Context: an optimization exercise on an open-source flow, tuned for a short achievable clock period and few clock cycles per item. The choices shown serve that exercise and are no tape-out recipe.
No run shown here included a check of the RTL's function; only the layout flow was run.
Power and IR drop assume default switching activity.

==> flow/design.v, too long to show whole: its modules and the start of the top module <==
// module ook_encoder: 511 lines
// module ook_decoder: 3832 lines
// module fht8v_ook_codec: 34 lines
module fht8v_ook_codec (
  input  wire        clk,
  input  wire        rst,
  input  wire        enc_in_valid,
  output wire        enc_in_ready,
  input  wire [47:0] enc_in_msg,
  output wire        enc_out_valid,
  input  wire        enc_out_ready,
  output wire [7:0]  enc_out_byte,
  output wire        enc_out_last,
  input  wire        dec_in_valid,
  output wire        dec_in_ready,
  input  wire [7:0]  dec_in_byte,
  input  wire        dec_in_last,
  input  wire        dec_in_strict,
  output wire        dec_out_valid,
  input  wire        dec_out_ready,
  output wire [47:0] dec_out_msg,
  output wire [1:0]  dec_out_err
);
  // ...
==> flow/run.sh <==
#!/bin/bash
# synth_recipe.tcl (not shown) runs the flow's synth.tcl, then flattens the netlist and writes it again
# the make line also repeats each setting of config.mk as NAME=value (left out here)
make -C /OpenROAD-flow-scripts/flow DESIGN_CONFIG=/design/flow/config.mk WORK_HOME=/design/flow/orfs CLKGATE_MAP_FILE= SYNTH_SCRIPT=/design/flow/synth_recipe.tcl finish
==> flow/config.mk <==
export PLATFORM = sky130hd
export DESIGN_NAME = fht8v_ook_codec
export DESIGN_NICKNAME = fht8v_ook_codec
export VERILOG_FILES = /design/flow/design.v
export SDC_FILE = /design/flow/constraint.sdc
export NUM_CORES = 4
export LEC_CHECK = 0
export ABC_CLOCK_PERIOD_IN_PS = 1500
export CAP_MARGIN = 20
export CORE_MARGIN = 2
export CORE_UTILIZATION = 45
export CTS_BUF_LIST = sky130_fd_sc_hd__clkbuf_16 sky130_fd_sc_hd__clkbuf_8
export CTS_CLUSTER_DIAMETER = 60
export CTS_CLUSTER_SIZE = 24
export SETUP_SLACK_MARGIN = 3.5
export SLEW_MARGIN = 20
export SYNTH_MEMORY_MAX_BITS = 65536
==> flow/constraint.sdc <==
create_clock -name core_clock -period 5.0 [get_ports {clk}]
set_input_delay 1.0000 -clock core_clock [delete_from_list [all_inputs] [get_ports {clk}]]
set_output_delay 1.0000 -clock core_clock [all_outputs]
set_load 0.01 [all_outputs]
==> impl_metrics.csv, run 1 <==
group,metric,value,unit
global_route,busiest_layer,"met2",
final_layout,top_regs,"u_dec.qmsg x96, u_enc.bits x54",
clocking,cts_sinks,460,
setup_path,worstReg2RegEnd,"u_enc.bits[50]",
logic_synthesis,synth_xor_area_share,2.39,%
clocking,cts.clk_slew.worst_paths,0.09,ns
logic_synthesis,synthFlopType,"edfxtp_1",
clocking,ctsHoldBuffers,0,
final_layout,inverters,31,
final_layout,multi_input_cells,1129,
final_layout,seq_share,39.6,%
place,placed_area,0.0226,mm^2
clocking,postCtsSetupBuffers,218,
detailed_routing,wl_met3,3160,um
setup_path,rr_worst_depth,9,
timing,fin_worst_skew,0.0239,ns
setup_path,path_buf_inv,1,
place,hpwl,26800,um
hold_path,whs_path_depth,0,
clocking,numCtsBuffers,37,
status,status,"complete, no violations",
power,pg_clk,3140,uW
floorplanning,die_w,217,um
floorplanning,rows,78,
job,cap_violations,0,
setup_path,max_stage_delay,0.38,ns
logic_synthesis,synth.avg_cell_area,11.8,um^2
logic_synthesis,synthTopCellsByArea,"edfxtp_1 42%, dfxtp_1 17%, mux2i_1 8.0%",
power,p_seq,4340,uW
setup_path,crit_chain,"buf_6",
place,dp_cells,2350,
==> module ook_encoder, before the edit <==
module ook_encoder (
  input  wire        clk,
  input  wire        rst,
  input  wire        in_valid,
  output wire        in_ready,
  input  wire [47:0] in_msg,       
  output reg         out_valid,
  input  wire        out_ready,
  output reg  [7:0]  out_byte,
  output reg         out_last
);
  localparam NB = 56;              
  reg        in_rdy;               
  reg [47:0] nmsg;
  assign in_ready = in_rdy;
  reg          act;                
  reg  [3:0]   prem;               
  reg  [NB-1:0] bits;              
  reg  [5:0]   nrem;               
  reg          v1, v2, v3;         
  reg  [2:0]   r;                  
  reg          rge2, rge4;         
  reg          t;                  
  reg        sv;
  reg  [7:0] sb;
  reg        sl;
  wire space = !sv;
  wire start = space && !act && !in_rdy;
  wire run   = space && act;
  wire inpre = (prem != 4'd0);
  function [NB-1:0] frame_bits(input [47:0] m);
    integer i;
    begin
      frame_bits = {NB{1'b0}};
      for (i = 0; i < 6; i = i + 1)
        frame_bits[NB-1-9*i -: 9] = {m[47-8*i -: 8], ^m[47-8*i -: 8]};
    end
  endfunction
function [14:0] enc_tab(input [8:0] x);
  case (x)
    9'h000: enc_tab = 15'h0001;
    9'h001: enc_tab = 15'h0001;
    9'h002: enc_tab = 15'h0001;
    9'h003: enc_tab = 15'h0001;
    9'h004: enc_tab = 15'h6001;
    9'h005: enc_tab = 15'h6001;
    9'h006: enc_tab = 15'h6601;
    9'h007: enc_tab = 15'h6600;
    9'h008: enc_tab = 15'h0001;
    9'h009: enc_tab = 15'h0001;
    9'h00a: enc_tab = 15'h0001;
    9'h00b: enc_tab = 15'h0001;
    9'h00c: enc_tab = 15'h6001;
    9'h00d: enc_tab = 15'h6001;
    9'h00e: enc_tab = 15'h672c;
    9'h00f: enc_tab = 15'h672c;
    9'h010: enc_tab = 15'h0001;
    9'h011: enc_tab = 15'h0001;
    9'h012: enc_tab = 15'h0001;
    9'h013: enc_tab = 15'h0001;
    9'h014: enc_tab = 15'h7009;
    9'h015: enc_tab = 15'h7009;
    9'h016: enc_tab = 15'h71a4;
    9'h017: enc_tab = 15'h71a4;
    9'h018: enc_tab = 15'h0001;
    9'h019: enc_tab = 15'h0001;
    9'h01a: enc_tab = 15'h0001;
    9'h01b: enc_tab = 15'h0001;
    9'h01c: enc_tab = 15'h7009;
    9'h01d: enc_tab = 15'h7009;
    9'h01e: enc_tab = 15'h71ce;
    9'h01f: enc_tab = 15'h71ce;
    9'h020: enc_tab = 15'h0009;
    9'h021: enc_tab = 15'h0009;
    9'h022: enc_tab = 15'h0009;
    9'h023: enc_tab = 15'h0009;
    9'h024: enc_tab = 15'h6001;
    9'h025: enc_tab = 15'h6001;
    9'h026: enc_tab = 15'h6601;
    9'h027: enc_tab = 15'h6600;
    9'h028: enc_tab = 15'h0009;
    9'h029: enc_tab = 15'h0009;
    9'h02a: enc_tab = 15'h0009;
    9'h02b: enc_tab = 15'h0009;
    9'h02c: enc_tab = 15'h6001;
    9'h02d: enc_tab = 15'h6001;
    9'h02e: enc_tab = 15'h672c;
    9'h02f: enc_tab = 15'h672c;
    9'h030: enc_tab = 15'h0009;
    9'h031: enc_tab = 15'h0009;
    9'h032: enc_tab = 15'h0009;
    9'h033: enc_tab = 15'h0009;
    9'h034: enc_tab = 15'h7009;
    9'h035: enc_tab = 15'h7009;
    9'h036: enc_tab = 15'h71a4;
    9'h037: enc_tab = 15'h71a4;
    9'h038: enc_tab = 15'h0009;
    9'h039: enc_tab = 15'h0009;
    9'h03a: enc_tab = 15'h0009;
    9'h03b: enc_tab = 15'h0009;
    9'h03c: enc_tab = 15'h7009;
    9'h03d: enc_tab = 15'h7009;
    9'h03e: enc_tab = 15'h71ce;
    9'h03f: enc_tab = 15'h71ce;
    9'h040: enc_tab = 15'h0001;
    9'h041: enc_tab = 15'h0001;
    9'h042: enc_tab = 15'h0001;
    9'h043: enc_tab = 15'h0001;
    9'h044: enc_tab = 15'h3001;
    9'h045: enc_tab = 15'h3001;
    9'h046: enc_tab = 15'h3310;
    9'h047: enc_tab = 15'h3310;
    9'h048: enc_tab = 15'h0001;
    9'h049: enc_tab = 15'h0001;
    9'h04a: enc_tab = 15'h0001;
    9'h04b: enc_tab = 15'h0001;
    9'h04c: enc_tab = 15'h3001;
    9'h04d: enc_tab = 15'h3001;
    9'h04e: enc_tab = 15'h33bc;
    9'h04f: enc_tab = 15'h33bc;
    9'h050: enc_tab = 15'h0001;
    9'h051: enc_tab = 15'h0001;
    9'h052: enc_tab = 15'h0001;
    9'h053: enc_tab = 15'h0001;
    9'h054: enc_tab = 15'h3809;
    9'h055: enc_tab = 15'h3809;
    9'h056: enc_tab = 15'h38b4;
    9'h057: enc_tab = 15'h38b4;
    9'h058: enc_tab = 15'h0001;
    9'h059: enc_tab = 15'h0001;
    9'h05a: enc_tab = 15'h0001;
    9'h05b: enc_tab = 15'h0001;
    9'h05c: enc_tab = 15'h3809;
    9'h05d: enc_tab = 15'h3809;
    9'h05e: enc_tab = 15'h38de;
    9'h05f: enc_tab = 15'h38de;
    9'h060: enc_tab = 15'h0009;
    9'h061: enc_tab = 15'h0009;
    9'h062: enc_tab = 15'h0009;
    9'h063: enc_tab = 15'h0009;
    9'h064: enc_tab = 15'h3001;
    9'h065: enc_tab = 15'h3001;
    9'h066: enc_tab = 15'h3310;
    9'h067: enc_tab = 15'h3310;
    9'h068: enc_tab = 15'h0009;
    9'h069: enc_tab = 15'h0009;
    9'h06a: enc_tab = 15'h0009;
    9'h06b: enc_tab = 15'h0009;
    9'h06c: enc_tab = 15'h3001;
    9'h06d: enc_tab = 15'h3001;
    9'h06e: enc_tab = 15'h33bc;
    9'h06f: enc_tab = 15'h33bc;
    9'h070: enc_tab = 15'h0009;
    9'h071: enc_tab = 15'h0009;
    9'h072: enc_tab = 15'h0009;
    9'h073: enc_tab = 15'h0009;
    9'h074: enc_tab = 15'h3809;
    9'h075: enc_tab = 15'h3809;
    9'h076: enc_tab = 15'h38b4;
    9'h077: enc_tab = 15'h38b4;
    9'h078: enc_tab = 15'h0009;
    9'h079: enc_tab = 15'h0009;
    9'h07a: enc_tab = 15'h0009;
    9'h07b: enc_tab = 15'h0009;
    9'h07c: enc_tab = 15'h3809;
    9'h07d: enc_tab = 15'h3809;
    9'h07e: enc_tab = 15'h38de;
    9'h07f: enc_tab = 15'h38de;
    9'h080: enc_tab = 15'h0001;
    9'h081: enc_tab = 15'h0001;
    9'h082: enc_tab = 15'h0001;
    9'h083: enc_tab = 15'h0001;
    9'h084: enc_tab = 15'h1801;
    9'h085: enc_tab = 15'h1801;
    9'h086: enc_tab = 15'h19a4;
    9'h087: enc_tab = 15'h19a4;
    9'h088: enc_tab = 15'h0001;
    9'h089: enc_tab = 15'h0001;
    9'h08a: enc_tab = 15'h0001;
    9'h08b: enc_tab = 15'h0001;
    9'h08c: enc_tab = 15'h1801;
    9'h08d: enc_tab = 15'h1801;
    9'h08e: enc_tab = 15'h19ce;
    9'h08f: enc_tab = 15'h19ce;
    9'h090: enc_tab = 15'h0001;
    9'h091: enc_tab = 15'h0001;
    9'h092: enc_tab = 15'h0001;
    9'h093: enc_tab = 15'h0001;
    9'h094: enc_tab = 15'h1c09;
    9'h095: enc_tab = 15'h1c09;
    9'h096: enc_tab = 15'h1c08;
    9'h097: enc_tab = 15'h1c08;
    9'h098: enc_tab = 15'h0001;
    9'h099: enc_tab = 15'h0001;
    9'h09a: enc_tab = 15'h0001;
    9'h09b: enc_tab = 15'h0001;
    9'h09c: enc_tab = 15'h1c09;
    9'h09d: enc_tab = 15'h1c09;
    9'h09e: enc_tab = 15'h1c08;
    9'h09f: enc_tab = 15'h1c08;
    9'h0a0: enc_tab = 15'h0009;
    9'h0a1: enc_tab = 15'h0009;
    9'h0a2: enc_tab = 15'h0009;
    9'h0a3: enc_tab = 15'h0009;
    9'h0a4: enc_tab = 15'h1801;
    9'h0a5: enc_tab = 15'h1801;
    9'h0a6: enc_tab = 15'h19a4;
    9'h0a7: enc_tab = 15'h19a4;
    9'h0a8: enc_tab = 15'h0009;
    9'h0a9: enc_tab = 15'h0009;
    9'h0aa: enc_tab = 15'h0009;
    9'h0ab: enc_tab = 15'h0009;
    9'h0ac: enc_tab = 15'h1801;
    9'h0ad: enc_tab = 15'h1801;
    9'h0ae: enc_tab = 15'h19ce;
    9'h0af: enc_tab = 15'h19ce;
    9'h0b0: enc_tab = 15'h0009;
    9'h0b1: enc_tab = 15'h0009;
    9'h0b2: enc_tab = 15'h0009;
    9'h0b3: enc_tab = 15'h0009;
    9'h0b4: enc_tab = 15'h1c09;
    9'h0b5: enc_tab = 15'h1c09;
    9'h0b6: enc_tab = 15'h1c08;
    9'h0b7: enc_tab = 15'h1c08;
    9'h0b8: enc_tab = 15'h0009;
    9'h0b9: enc_tab = 15'h0009;
    9'h0ba: enc_tab = 15'h0009;
    9'h0bb: enc_tab = 15'h0009;
    9'h0bc: enc_tab = 15'h1c09;
    9'h0bd: enc_tab = 15'h1c09;
    9'h0be: enc_tab = 15'h1c08;
    9'h0bf: enc_tab = 15'h1c08;
    9'h0c0: enc_tab = 15'h4001;
    9'h0c1: enc_tab = 15'h4001;
    9'h0c2: enc_tab = 15'h4001;
    9'h0c3: enc_tab = 15'h4001;
    9'h0c4: enc_tab = 15'h4c01;
    9'h0c5: enc_tab = 15'h4c01;
    9'h0c6: enc_tab = 15'h4cb4;
    9'h0c7: enc_tab = 15'h4cb4;
    9'h0c8: enc_tab = 15'h4001;
    9'h0c9: enc_tab = 15'h4001;
    9'h0ca: enc_tab = 15'h4001;
    9'h0cb: enc_tab = 15'h4001;
    9'h0cc: enc_tab = 15'h4c01;
    9'h0cd: enc_tab = 15'h4c01;
    9'h0ce: enc_tab = 15'h4cde;
    9'h0cf: enc_tab = 15'h4cde;
    9'h0d0: enc_tab = 15'h4001;
    9'h0d1: enc_tab = 15'h4001;
    9'h0d2: enc_tab = 15'h4001;
    9'h0d3: enc_tab = 15'h4001;
    9'h0d4: enc_tab = 15'h4e18;
    9'h0d5: enc_tab = 15'h4e18;
    9'h0d6: enc_tab = 15'h4e18;
    9'h0d7: enc_tab = 15'h4e18;
    9'h0d8: enc_tab = 15'h4001;
    9'h0d9: enc_tab = 15'h4001;
    9'h0da: enc_tab = 15'h4001;
    9'h0db: enc_tab = 15'h4001;
    9'h0dc: enc_tab = 15'h4e18;
    9'h0dd: enc_tab = 15'h4e18;
    9'h0de: enc_tab = 15'h4e18;
    9'h0df: enc_tab = 15'h4e18;
    9'h0e0: enc_tab = 15'h0009;
    9'h0e1: enc_tab = 15'h0009;
    9'h0e2: enc_tab = 15'h0009;
    9'h0e3: enc_tab = 15'h0009;
    9'h0e4: enc_tab = 15'h0c01;
    9'h0e5: enc_tab = 15'h0c01;
    9'h0e6: enc_tab = 15'h0cb4;
    9'h0e7: enc_tab = 15'h0cb4;
    9'h0e8: enc_tab = 15'h0009;
    9'h0e9: enc_tab = 15'h0009;
    9'h0ea: enc_tab = 15'h0009;
    9'h0eb: enc_tab = 15'h0009;
    9'h0ec: enc_tab = 15'h0c01;
    9'h0ed: enc_tab = 15'h0c01;
    9'h0ee: enc_tab = 15'h0cde;
    9'h0ef: enc_tab = 15'h0cde;
    9'h0f0: enc_tab = 15'h0009;
    9'h0f1: enc_tab = 15'h0009;
    9'h0f2: enc_tab = 15'h0009;
    9'h0f3: enc_tab = 15'h0009;
    9'h0f4: enc_tab = 15'h0e18;
    9'h0f5: enc_tab = 15'h0e18;
    9'h0f6: enc_tab = 15'h0e18;
    9'h0f7: enc_tab = 15'h0e18;
    9'h0f8: enc_tab = 15'h0009;
    9'h0f9: enc_tab = 15'h0009;
    9'h0fa: enc_tab = 15'h0009;
    9'h0fb: enc_tab = 15'h0009;
    9'h0fc: enc_tab = 15'h0e18;
    9'h0fd: enc_tab = 15'h0e18;
    9'h0fe: enc_tab = 15'h0e18;
    9'h0ff: enc_tab = 15'h0e18;
    9'h100: enc_tab = 15'h6001;
    9'h101: enc_tab = 15'h6001;
    9'h102: enc_tab = 15'h6001;
    9'h103: enc_tab = 15'h6001;
    9'h104: enc_tab = 15'h6601;
    9'h105: enc_tab = 15'h6601;
    9'h106: enc_tab = 15'h6600;
    9'h107: enc_tab = 15'h6600;
    9'h108: enc_tab = 15'h6001;
    9'h109: enc_tab = 15'h6001;
    9'h10a: enc_tab = 15'h6001;
    9'h10b: enc_tab = 15'h6001;
    9'h10c: enc_tab = 15'h6601;
    9'h10d: enc_tab = 15'h6601;
    9'h10e: enc_tab = 15'h6600;
    9'h10f: enc_tab = 15'h6600;
    9'h110: enc_tab = 15'h6001;
    9'h111: enc_tab = 15'h6001;
    9'h112: enc_tab = 15'h6001;
    9'h113: enc_tab = 15'h6001;
    9'h114: enc_tab = 15'h672c;
    9'h115: enc_tab = 15'h672c;
    9'h116: enc_tab = 15'h672c;
    9'h117: enc_tab = 15'h672c;
    9'h118: enc_tab = 15'h6001;
    9'h119: enc_tab = 15'h6001;
    9'h11a: enc_tab = 15'h6001;
    9'h11b: enc_tab = 15'h6001;
    9'h11c: enc_tab = 15'h672c;
    9'h11d: enc_tab = 15'h672c;
    9'h11e: enc_tab = 15'h672c;
    9'h11f: enc_tab = 15'h672c;
    9'h120: enc_tab = 15'h4009;
    9'h121: enc_tab = 15'h4009;
    9'h122: enc_tab = 15'h4009;
    9'h123: enc_tab = 15'h4009;
    9'h124: enc_tab = 15'h4601;
    9'h125: enc_tab = 15'h4601;
    9'h126: enc_tab = 15'h4600;
    9'h127: enc_tab = 15'h4600;
    9'h128: enc_tab = 15'h4009;
    9'h129: enc_tab = 15'h4009;
    9'h12a: enc_tab = 15'h4009;
    9'h12b: enc_tab = 15'h4009;
    9'h12c: enc_tab = 15'h4601;
    9'h12d: enc_tab = 15'h4601;
    9'h12e: enc_tab = 15'h4600;
    9'h12f: enc_tab = 15'h4600;
    9'h130: enc_tab = 15'h4009;
    9'h131: enc_tab = 15'h4009;
    9'h132: enc_tab = 15'h4009;
    9'h133: enc_tab = 15'h4009;
    9'h134: enc_tab = 15'h472c;
    9'h135: enc_tab = 15'h472c;
    9'h136: enc_tab = 15'h472c;
    9'h137: enc_tab = 15'h472c;
    9'h138: enc_tab = 15'h4009;
    9'h139: enc_tab = 15'h4009;
    9'h13a: enc_tab = 15'h4009;
    9'h13b: enc_tab = 15'h4009;
    9'h13c: enc_tab = 15'h472c;
    9'h13d: enc_tab = 15'h472c;
    9'h13e: enc_tab = 15'h472c;
    9'h13f: enc_tab = 15'h472c;
    9'h160: enc_tab = 15'h6009;
    9'h161: enc_tab = 15'h6009;
    9'h162: enc_tab = 15'h6009;
    9'h163: enc_tab = 15'h6009;
    9'h164: enc_tab = 15'h6310;
    9'h165: enc_tab = 15'h6310;
    9'h166: enc_tab = 15'h6310;
    9'h167: enc_tab = 15'h6310;
    9'h168: enc_tab = 15'h6009;
    9'h169: enc_tab = 15'h6009;
    9'h16a: enc_tab = 15'h6009;
    9'h16b: enc_tab = 15'h6009;
    9'h16c: enc_tab = 15'h6310;
    9'h16d: enc_tab = 15'h6310;
    9'h16e: enc_tab = 15'h6310;
    9'h16f: enc_tab = 15'h6310;
    9'h170: enc_tab = 15'h6009;
    9'h171: enc_tab = 15'h6009;
    9'h172: enc_tab = 15'h6009;
    9'h173: enc_tab = 15'h6009;
    9'h174: enc_tab = 15'h63bc;
    9'h175: enc_tab = 15'h63bc;
    9'h176: enc_tab = 15'h63bc;
    9'h177: enc_tab = 15'h63bc;
    9'h178: enc_tab = 15'h6009;
    9'h179: enc_tab = 15'h6009;
    9'h17a: enc_tab = 15'h6009;
    9'h17b: enc_tab = 15'h6009;
    9'h17c: enc_tab = 15'h63bc;
    9'h17d: enc_tab = 15'h63bc;
    9'h17e: enc_tab = 15'h63bc;
    9'h17f: enc_tab = 15'h63bc;
    9'h1a0: enc_tab = 15'h7009;
    9'h1a1: enc_tab = 15'h7009;
    9'h1a2: enc_tab = 15'h7009;
    9'h1a3: enc_tab = 15'h7009;
    9'h1a4: enc_tab = 15'h71a4;
    9'h1a5: enc_tab = 15'h71a4;
    9'h1a6: enc_tab = 15'h71a4;
    9'h1a7: enc_tab = 15'h71a4;
    9'h1a8: enc_tab = 15'h7009;
    9'h1a9: enc_tab = 15'h7009;
    9'h1aa: enc_tab = 15'h7009;
    9'h1ab: enc_tab = 15'h7009;
    9'h1ac: enc_tab = 15'h71a4;
    9'h1ad: enc_tab = 15'h71a4;
    9'h1ae: enc_tab = 15'h71a4;
    9'h1af: enc_tab = 15'h71a4;
    9'h1b0: enc_tab = 15'h7009;
    9'h1b1: enc_tab = 15'h7009;
    9'h1b2: enc_tab = 15'h7009;
    9'h1b3: enc_tab = 15'h7009;
    9'h1b4: enc_tab = 15'h71ce;
    9'h1b5: enc_tab = 15'h71ce;
    9'h1b6: enc_tab = 15'h71ce;
    9'h1b7: enc_tab = 15'h71ce;
    9'h1b8: enc_tab = 15'h7009;
    9'h1b9: enc_tab = 15'h7009;
    9'h1ba: enc_tab = 15'h7009;
    9'h1bb: enc_tab = 15'h7009;
    9'h1bc: enc_tab = 15'h71ce;
    9'h1bd: enc_tab = 15'h71ce;
    9'h1be: enc_tab = 15'h71ce;
    9'h1bf: enc_tab = 15'h71ce;
    default: enc_tab = 15'h0000;
  endcase
endfunction
  wire       b1 = bits[NB-1], b2 = bits[NB-2];
  wire [14:0] et = enc_tab({r, t, b1, b2, v1, v2, v3});
  wire [7:0] ebyte = et[14:7];
  wire [2:0] r_n   = et[6:4];
  wire       t_n   = et[3];
  wire       elast = et[0];
  wire       one   = b1 ? rge2 : rge4;
  wire       push  = start || run;
  wire [7:0] pbyte = start ? 8'hAA : inpre ? (prem[3] || prem == 4'd7 ? 8'hAA : 8'hCC) : ebyte;
  wire       plast = !start && !inpre && elast;
  always @(posedge clk) begin
    if (in_rdy)
      nmsg <= in_msg;
    if (rst) begin
      in_rdy <= 1'b1;
      act    <= 1'b0;
    end else begin
      if (start)
        in_rdy <= 1'b1;
      else if (in_valid && in_rdy)
        in_rdy <= 1'b0;
      if (start) begin
        act  <= 1'b1;
        prem <= 4'd9;
        bits <= frame_bits(nmsg);
        nrem <= NB;
        v1   <= 1'b1;
        v2   <= 1'b1;
        v3   <= 1'b1;
        r    <= 3'd6;
        rge2 <= 1'b1;
        rge4 <= 1'b1;
        t    <= 1'b1;
      end else if (run) begin
        if (inpre)
          prem <= prem - 4'd1;
        else begin
          r    <= r_n;
          t    <= t_n;
          rge2 <= et[2];
          rge4 <= et[1];
          if (one) begin
            bits <= {bits[NB-2:0], 1'b0};
            nrem <= nrem - 6'd1;
            v1   <= (nrem >= 6'd2);
            v2   <= (nrem >= 6'd3);
            v3   <= (nrem >= 6'd4);
          end else begin
            bits <= {bits[NB-3:0], 2'b0};
            nrem <= nrem - 6'd2;
            v1   <= (nrem >= 6'd3);
            v2   <= (nrem >= 6'd4);
            v3   <= (nrem >= 6'd5);
          end
          if (elast)
            act <= 1'b0;
        end
      end
    end
  end
  always @(posedge clk) begin
    if (rst) begin
      out_valid <= 1'b0;
      out_byte  <= 8'd0;
      out_last  <= 1'b0;
      sv        <= 1'b0;
    end else if (!out_valid || out_ready) begin
      if (sv) begin
        out_valid <= 1'b1;
        out_byte  <= sb;
        out_last  <= sl;
        sv        <= 1'b0;
      end else begin
        out_valid <= push;
        out_byte  <= pbyte;
        out_last  <= plast;
      end
    end else if (push) begin
      sv <= 1'b1;
      sb <= pbyte;
      sl <= plast;
    end
  end
endmodule
==> inputs of run 2 (changes only) <==
--- a/flow/design.v
+++ b/flow/design.v
@@ -9,30 +9,31 @@
   output reg  [7:0]  out_byte,
   output reg         out_last
 );
   localparam NB = 56;              
   reg        in_rdy;               
   reg [47:0] nmsg;
   assign in_ready = in_rdy;
   reg          act;                
-  reg  [3:0]   prem;               
+  reg  [8:0]   prem;               
+  reg          eng;                
   reg  [NB-1:0] bits;              
   reg  [5:0]   nrem;               
   reg          v1, v2, v3;         
   reg  [2:0]   r;                  
   reg          rge2, rge4;         
   reg          t;                  
   reg        sv;
   reg  [7:0] sb;
   reg        sl;
   wire space = !sv;
   wire start = space && !act && !in_rdy;
   wire run   = space && act;
-  wire inpre = (prem != 4'd0);
+  wire inpre = act && !eng;
   function [NB-1:0] frame_bits(input [47:0] m);
     integer i;
     begin
       frame_bits = {NB{1'b0}};
       for (i = 0; i < 6; i = i + 1)
         frame_bits[NB-1-9*i -: 9] = {m[47-8*i -: 8], ^m[47-8*i -: 8]};
     end
   endfunction
@@ -428,45 +429,48 @@
   wire       b1 = bits[NB-1], b2 = bits[NB-2];
   wire [14:0] et = enc_tab({r, t, b1, b2, v1, v2, v3});
   wire [7:0] ebyte = et[14:7];
   wire [2:0] r_n   = et[6:4];
   wire       t_n   = et[3];
   wire       elast = et[0];
   wire       one   = b1 ? rge2 : rge4;
   wire       push  = start || run;
-  wire [7:0] pbyte = start ? 8'hAA : inpre ? (prem[3] || prem == 4'd7 ? 8'hAA : 8'hCC) : ebyte;
+  wire [7:0] pbyte = start ? 8'hAA : inpre ? (prem[6] ? 8'hAA : 8'hCC) : ebyte;
   wire       plast = !start && !inpre && elast;
   always @(posedge clk) begin
     if (in_rdy)
       nmsg <= in_msg;
     if (rst) begin
       in_rdy <= 1'b1;
       act    <= 1'b0;
+      eng    <= 1'b0;
     end else begin
       if (start)
         in_rdy <= 1'b1;
       else if (in_valid && in_rdy)
         in_rdy <= 1'b0;
       if (start) begin
         act  <= 1'b1;
-        prem <= 4'd9;
+        prem <= 9'h1ff;
         bits <= frame_bits(nmsg);
         nrem <= NB;
         v1   <= 1'b1;
         v2   <= 1'b1;
         v3   <= 1'b1;
         r    <= 3'd6;
         rge2 <= 1'b1;
         rge4 <= 1'b1;
         t    <= 1'b1;
       end else if (run) begin
-        if (inpre)
-          prem <= prem - 4'd1;
-        else begin
+        if (inpre) begin
+          prem <= {1'b0, prem[8:1]};
+          if (!prem[1])
+            eng <= 1'b1;
+        end else begin
           r    <= r_n;
           t    <= t_n;
           rge2 <= et[2];
           rge4 <= et[1];
           if (one) begin
             bits <= {bits[NB-2:0], 1'b0};
             nrem <= nrem - 6'd1;
             v1   <= (nrem >= 6'd2);
@@ -474,18 +478,20 @@
             v3   <= (nrem >= 6'd4);
           end else begin
             bits <= {bits[NB-3:0], 2'b0};
             nrem <= nrem - 6'd2;
             v1   <= (nrem >= 6'd3);
             v2   <= (nrem >= 6'd4);
             v3   <= (nrem >= 6'd5);
           end
-          if (elast)
+          if (elast) begin
             act <= 1'b0;
+            eng <= 1'b0;
+          end
         end
       end
     end
   end
   always @(posedge clk) begin
     if (rst) begin
       out_valid <= 1'b0;
       out_byte  <= 8'd0;
@@ -4259,31 +4265,31 @@
     d4f1 <= f1;
     d4k1 <= k1;
     d4f2 <= f2;
     d4k2 <= k2;
     d4e  <= d3e;
     if (rst) begin
       in_rdy <= 1'b1;
       first  <= 1'b1;
-      pend   <= 3'd0;
+      pend   <= 3'b000;
       d0v <= 1'b0; d1v <= 1'b0; d2v <= 1'b0; d3v <= 1'b0; d4v <= 1'b0;
       cs   <= 3'd0;
       sync <= 1'b0;
       pos  <= 9'd1; nby <= 6'd1; par <= 1'b0;
       done <= 1'b0;
     end else begin
-      in_rdy <= (in_rdy && first) ? (pend < RCAP - 1) : (pend < RCAP);
+      in_rdy <= (in_rdy && first) ? !pend[RCAP-2] : !pend[RCAP-1];
       d0v <= in_valid && in_rdy;
       if (in_valid && in_rdy)
         first <= in_last;
       if (take_first && !pop)
-        pend <= pend + 3'd1;
+        pend <= {pend[1:0], 1'b1};
       else if (!take_first && pop)
-        pend <= pend - 3'd1;
+        pend <= {1'b0, pend[2:1]};
       d1v <= d0v;
       d2v <= d1v;
       d3v <= d2v;
       d4v <= d3v;
       if (d1v)
         cs <= d1l ? 3'd0 : csel[8:6];
       if (d2v)
         sync <= d2l ? 1'b0 : s3sy;
==> flow/config.mk (replaced) <==
export PLATFORM = sky130hd
export DESIGN_NAME = fht8v_ook_codec
export DESIGN_NICKNAME = fht8v_ook_codec
export VERILOG_FILES = /design/flow/design.v
export SDC_FILE = /design/flow/constraint.sdc
export NUM_CORES = 4
export LEC_CHECK = 0
export ABC_CLOCK_PERIOD_IN_PS = 1500
export CAP_MARGIN = 20
export CORE_MARGIN = 2
export CORE_UTILIZATION = 55
export CTS_BUF_LIST = sky130_fd_sc_hd__clkbuf_16 sky130_fd_sc_hd__clkbuf_8
export CTS_CLUSTER_DIAMETER = 60
export CTS_CLUSTER_SIZE = 24
export SETUP_SLACK_MARGIN = 3.3
export SLEW_MARGIN = 20
export SYNTH_MEMORY_MAX_BITS = 65536
==> run 2 against run 1 <==
Net effect:
- cell count fell by 7.8%
- worst setup slack got worse by 0.049 ns
- area after synthesis rose by 1.3%
- clock skew fell by 0.0050 ns
- count of clock-buffer cells in the layout fell by 5
- clock power barely moved
- sequential cell count rose by 5
- combinational power fell by 31%
- register-to-register slack improved by 0.08 ns
- critical endpoint is now dec_in_ready
==> impl_metrics.csv, run 2 <==
group,metric,value,unit
power,p_seq_share,51.8,%
place,hpwl,25900,um
final_layout,mostFrequentLayoutCells,"291 x edfxtp_1, 186 x nand2_1, 150 x mux2i_1",
setup_path,worstSetupPathType,"reg -> out",
place,port-buffer-count,126,
final_layout,syn_to_final_growth,30.7,%
global_route,grt_pass1_vias,14600,
timing,slew_viol_final,0,
detailed_routing,postRouteAntennaNets,0,
timing,finalSetupViolations,0,
global_route,grt_pass1_wl,79600,um
floorplanning,boundaryPins,127,
logic_synthesis,synth_edf_count,291,
logic_synthesis,synth-async-reset-ratio,0,%
floorplanning,rows,71,
setup_path,worstReg2RegEnd,"u_enc.bits[50]",
timing,fin_worst_skew,0.0189,ns
setup_path,required,4.00,ns
floorplanning,die_w,198,um
timing,fin_setup_tns,0,ns
setup_path,r2r_start,"u_enc.bits[55]",
logic_synthesis,synthTopCellsByArea,"edfxtp_1 42%, dfxtp_1 17%, mux2i_1 7.8%",
logic_synthesis,ys_ff_latch,465,
job,cap_violations,0,
setup_path,cp_data_arrival_time,1.12,ns
global_route,track_usage,25.9,%
logic_synthesis,synth_top_cell_by_area,"edfxtp_1",
logic_synthesis,synthCells,1761,
setup_path,path_max_fanout,2,
floorplanning,core_area,0.0374,mm^2
clocking,numCtsBuffers,37,
detailed_routing,vias,14900,
final_layout,largest_reg_flops,96,
timing,fmax,472,MHz
detailed_routing,wl_per_cell,20.9,um
floorplanning,fp.dieH,198,um
setup_path,cp.depth,2,
setup_path,crit_chain,"buf_8, buf_6",
final_layout,diodes,0,
logic_synthesis,synthFlopType,"edfxtp_1",
logic_synthesis,yosysTopAreaCellShare,42.1,%
floorplanning,start_util,55.5,%
status,status,"complete, no violations",
final_layout,regMostFlops,"u_dec.qmsg",
power,pwr_density_cell,306,mW/mm^2
power,worst_ir_drop_vdd,0.000263,V
final_layout,top_regs,"u_dec.qmsg x96, u_enc.bits x54",
setup_path,rr_worst_depth,7,
detailed_routing,drc,0,
setup_path,start_kind,"register",
setup_path,cp_slowest_cell,"dfxtp_2",
floorplanning,die_area,0.0393,mm^2
global_route,overflow,0,
power,power,8310,uW
final_layout,post-route-util,72.6,%
place,place.gp.congestion,0.856,
logic_synthesis,syn_nets,1836,
logic_synthesis,ys_warn_count,2,
final_layout,final_common_cell,"edfxtp_1",
clocking,cts_tree,"yes",
global_route,grt_max_degree,98,
hold_path,hold_class,"reg -> reg",
clocking,clock_latency,0.56,ns
setup_path,crit_family,"flip-flops",
hold_path,whs_path_depth,0,
detailed_routing,vias_per_cell,5.83,
setup_path,path_buf_inv,2,
clocking,cts_sinks,465,
setup_path,r2r_slack,3.03,ns
logic_synthesis,synth.avg_cell_area,11.8,um^2
setup_path,endpoint,"dec_in_ready",
power,comb_power_share,10.8,%
power,pwr-share-clk,37.4,%
power,p_sw_share,24.3,%
clocking,ctsHoldBuffers,0,
power,p_int,6290,uW
timing,fin_crit,2.12,ns
timing,hold_viol_final,0,
timing,rsz0062_at_grt,"true",
clocking,cts_buffer_depth,3,
timing,min_period_over_period,42.4,%
logic_synthesis,yosys-top-cells-count,"291 x edfxtp_1, 188 x nand2_1, 174 x dfxtp_1, 161 x mux2i_1, 79 x nor2_1",
final_layout,nets,2102,
setup_path,end_kind,"output port",
logic_synthesis,synthesis.area,0.0208,mm^2
power,netSwitchingPower,2020,uW
logic_synthesis,synth_most_common_cell,"edfxtp_1",
timing,hold_slack,0.330,ns
logic_synthesis,ys_types,80,
setup_path,startpoint,"u_dec.in_rdy",
detailed_routing,routed_wl,53500,um
logic_synthesis,ys_seq_area_share,58.8,%
detailed_routing,drtIter0Drc,1106,
clocking,htree_levels,2,
global_route,antenna_found_initial,0,
final_layout,drive_gt1_share,33.8,%
timing,slew_headroom,52.4,%
clocking,cts.clk_slew.worst_paths,0.08,ns
power,leakage,0.00913,uW
timing,tightest_slew,0.709,ns
clocking,root_buffer,"clkbuf_16",
setup_path,max_stage_delay,0.33,ns
detailed_routing,dr.pass1.iters,6,
==> run 2: cell count changes after synthesis, sizes merged, moves of 4 or more <==
cell | before | now
nor2 | 59 | 80
nand2b | 62 | 73
a22oi | 3 | 9
nor3 | 32 | 27
a22o | 7 | 3
a311oi | 0 | 4
a32o | 4 | 0
edfxtp | 287 | 291
nand2 | 185 | 189
xor2 | 11 | 7
==> run 2: cells by family (layout without fill, tap and decap cells) <==
| family | Yosys count | count (layout) | synth area share [%] |
|---|---|---|---|
| simple gates | 527 | 533 | 12.9 |
| flops | 465 | 465 | 58.8 |
| compound gates | 337 | 338 | 10.6 |
| mux | 217 | 217 | 11.0 |
| buf+inv | 153 | 438 | 3.80 |
| xor+xnor | 50 | 50 | 2.11 |
| fa+ha+maj | 12 | 12 | 0.717 |
==> run 2: routing by layer <==
layer | vias up | track usage [%] | routed length, um
met5 | - | 0 | 0
met4 | 0 | 8.58 | 1460
li1 | 7013 | - | -
met2 | 450 | 44.2 | 26400
met3 | 94 | 3.41 | 2660
met1 | 7388 | 34.2 | 23000
==> run 2: metrics by stage <==
step,instances,cell area (um^2),worst slack (ns)
finish,2564,27200,2.88
global route,2564,27200,2.85
CTS,2492,25900,2.84
detailed placement,2287,22700,1.58
global placement,2287,22700,1.68
floorplan,1761,21600,1.53
==> run 2: timing repair <==
action	CTS	global route
gates cloned	23	12
pin swaps	16	37
endpoints found under the setup margin	563	367
buffers inserted	117	60
resized for setup	539	132
==> run 2: layout make-up <==
| class | instances | area, um^2 |
|---|---|---|
| Timing Repair inverter | 5 | 82.6 |
| Clock buffer | 39 | 965 |
| Fill cell | 2628 | 10200 |
| Clock inverter | 26 | 293 |
| Timing Repair Buffer | 339 | 3750 |
| Inverter | 29 | 129 |
| Sequential cell | 465 | 12400 |
| Tap cell | 511 | 639 |
| Multi-Input combinational cell | 1150 | 8920 |
==> run 2: power groups by stage <==
stage	Combinational, uW	Sequential, uW	Clock (uW)
floorplan	407	4370	0
global placement	554	4410	0
detailed placement	565	4410	0
CTS	779	4300	3170
global route	957	4320	3290
finish	897	4300	3110
==> run 2: worst min-delay path by stage <==
stage | startpoint | end | slack, ns
after floorplan | u_dec.d1s | u_dec.d2s | 0.31
final | u_dec.d1s | u_dec.d2s | 0.33
after CTS | u_dec.d2s | u_dec.d3s | 0.33
after global routing | u_dec.d2s | u_dec.d3s | 0.34
after detailed placement | u_dec.d2s | u_dec.d3s | 0.31
after global placement | u_dec.d1s | u_dec.d2s | 0.31

==> afterwards: timing with drivers on the ports <==
The flow's constraints put no driver on any port. The routed layouts listed below were extracted and timed again, unchanged, in two steps. Step 1, drivers: a clkbuf_16 drives clk and a buf_2 each remaining input, both assumed. Step 2 adds t to the input delays and takes it off the output delays; t is the mean of the earliest and latest rising clock arrival at the registers after step 1. Input paths then give back, and output paths get back, about the clock's delay inside the block. Slacks: no drivers / after step 1 / after step 2; pairs: no drivers / after step 1.
run	t, ns	slack for setup (ns)	latest minus earliest clock arrival (ns)	worst register clock-pin slew, ns
run 1	0.623	2.928 / 2.871 / 2.500	0.027 / 0.027	0.09 / 0.09
run 2	0.607	2.879 / 2.826 / 2.719	0.019 / 0.019	0.08 / 0.08
After both steps every run listed still meets setup and hold. The setup slack of run 1, which loses most, moves by -0.057 ns with the drivers and by -0.428 ns with both steps.
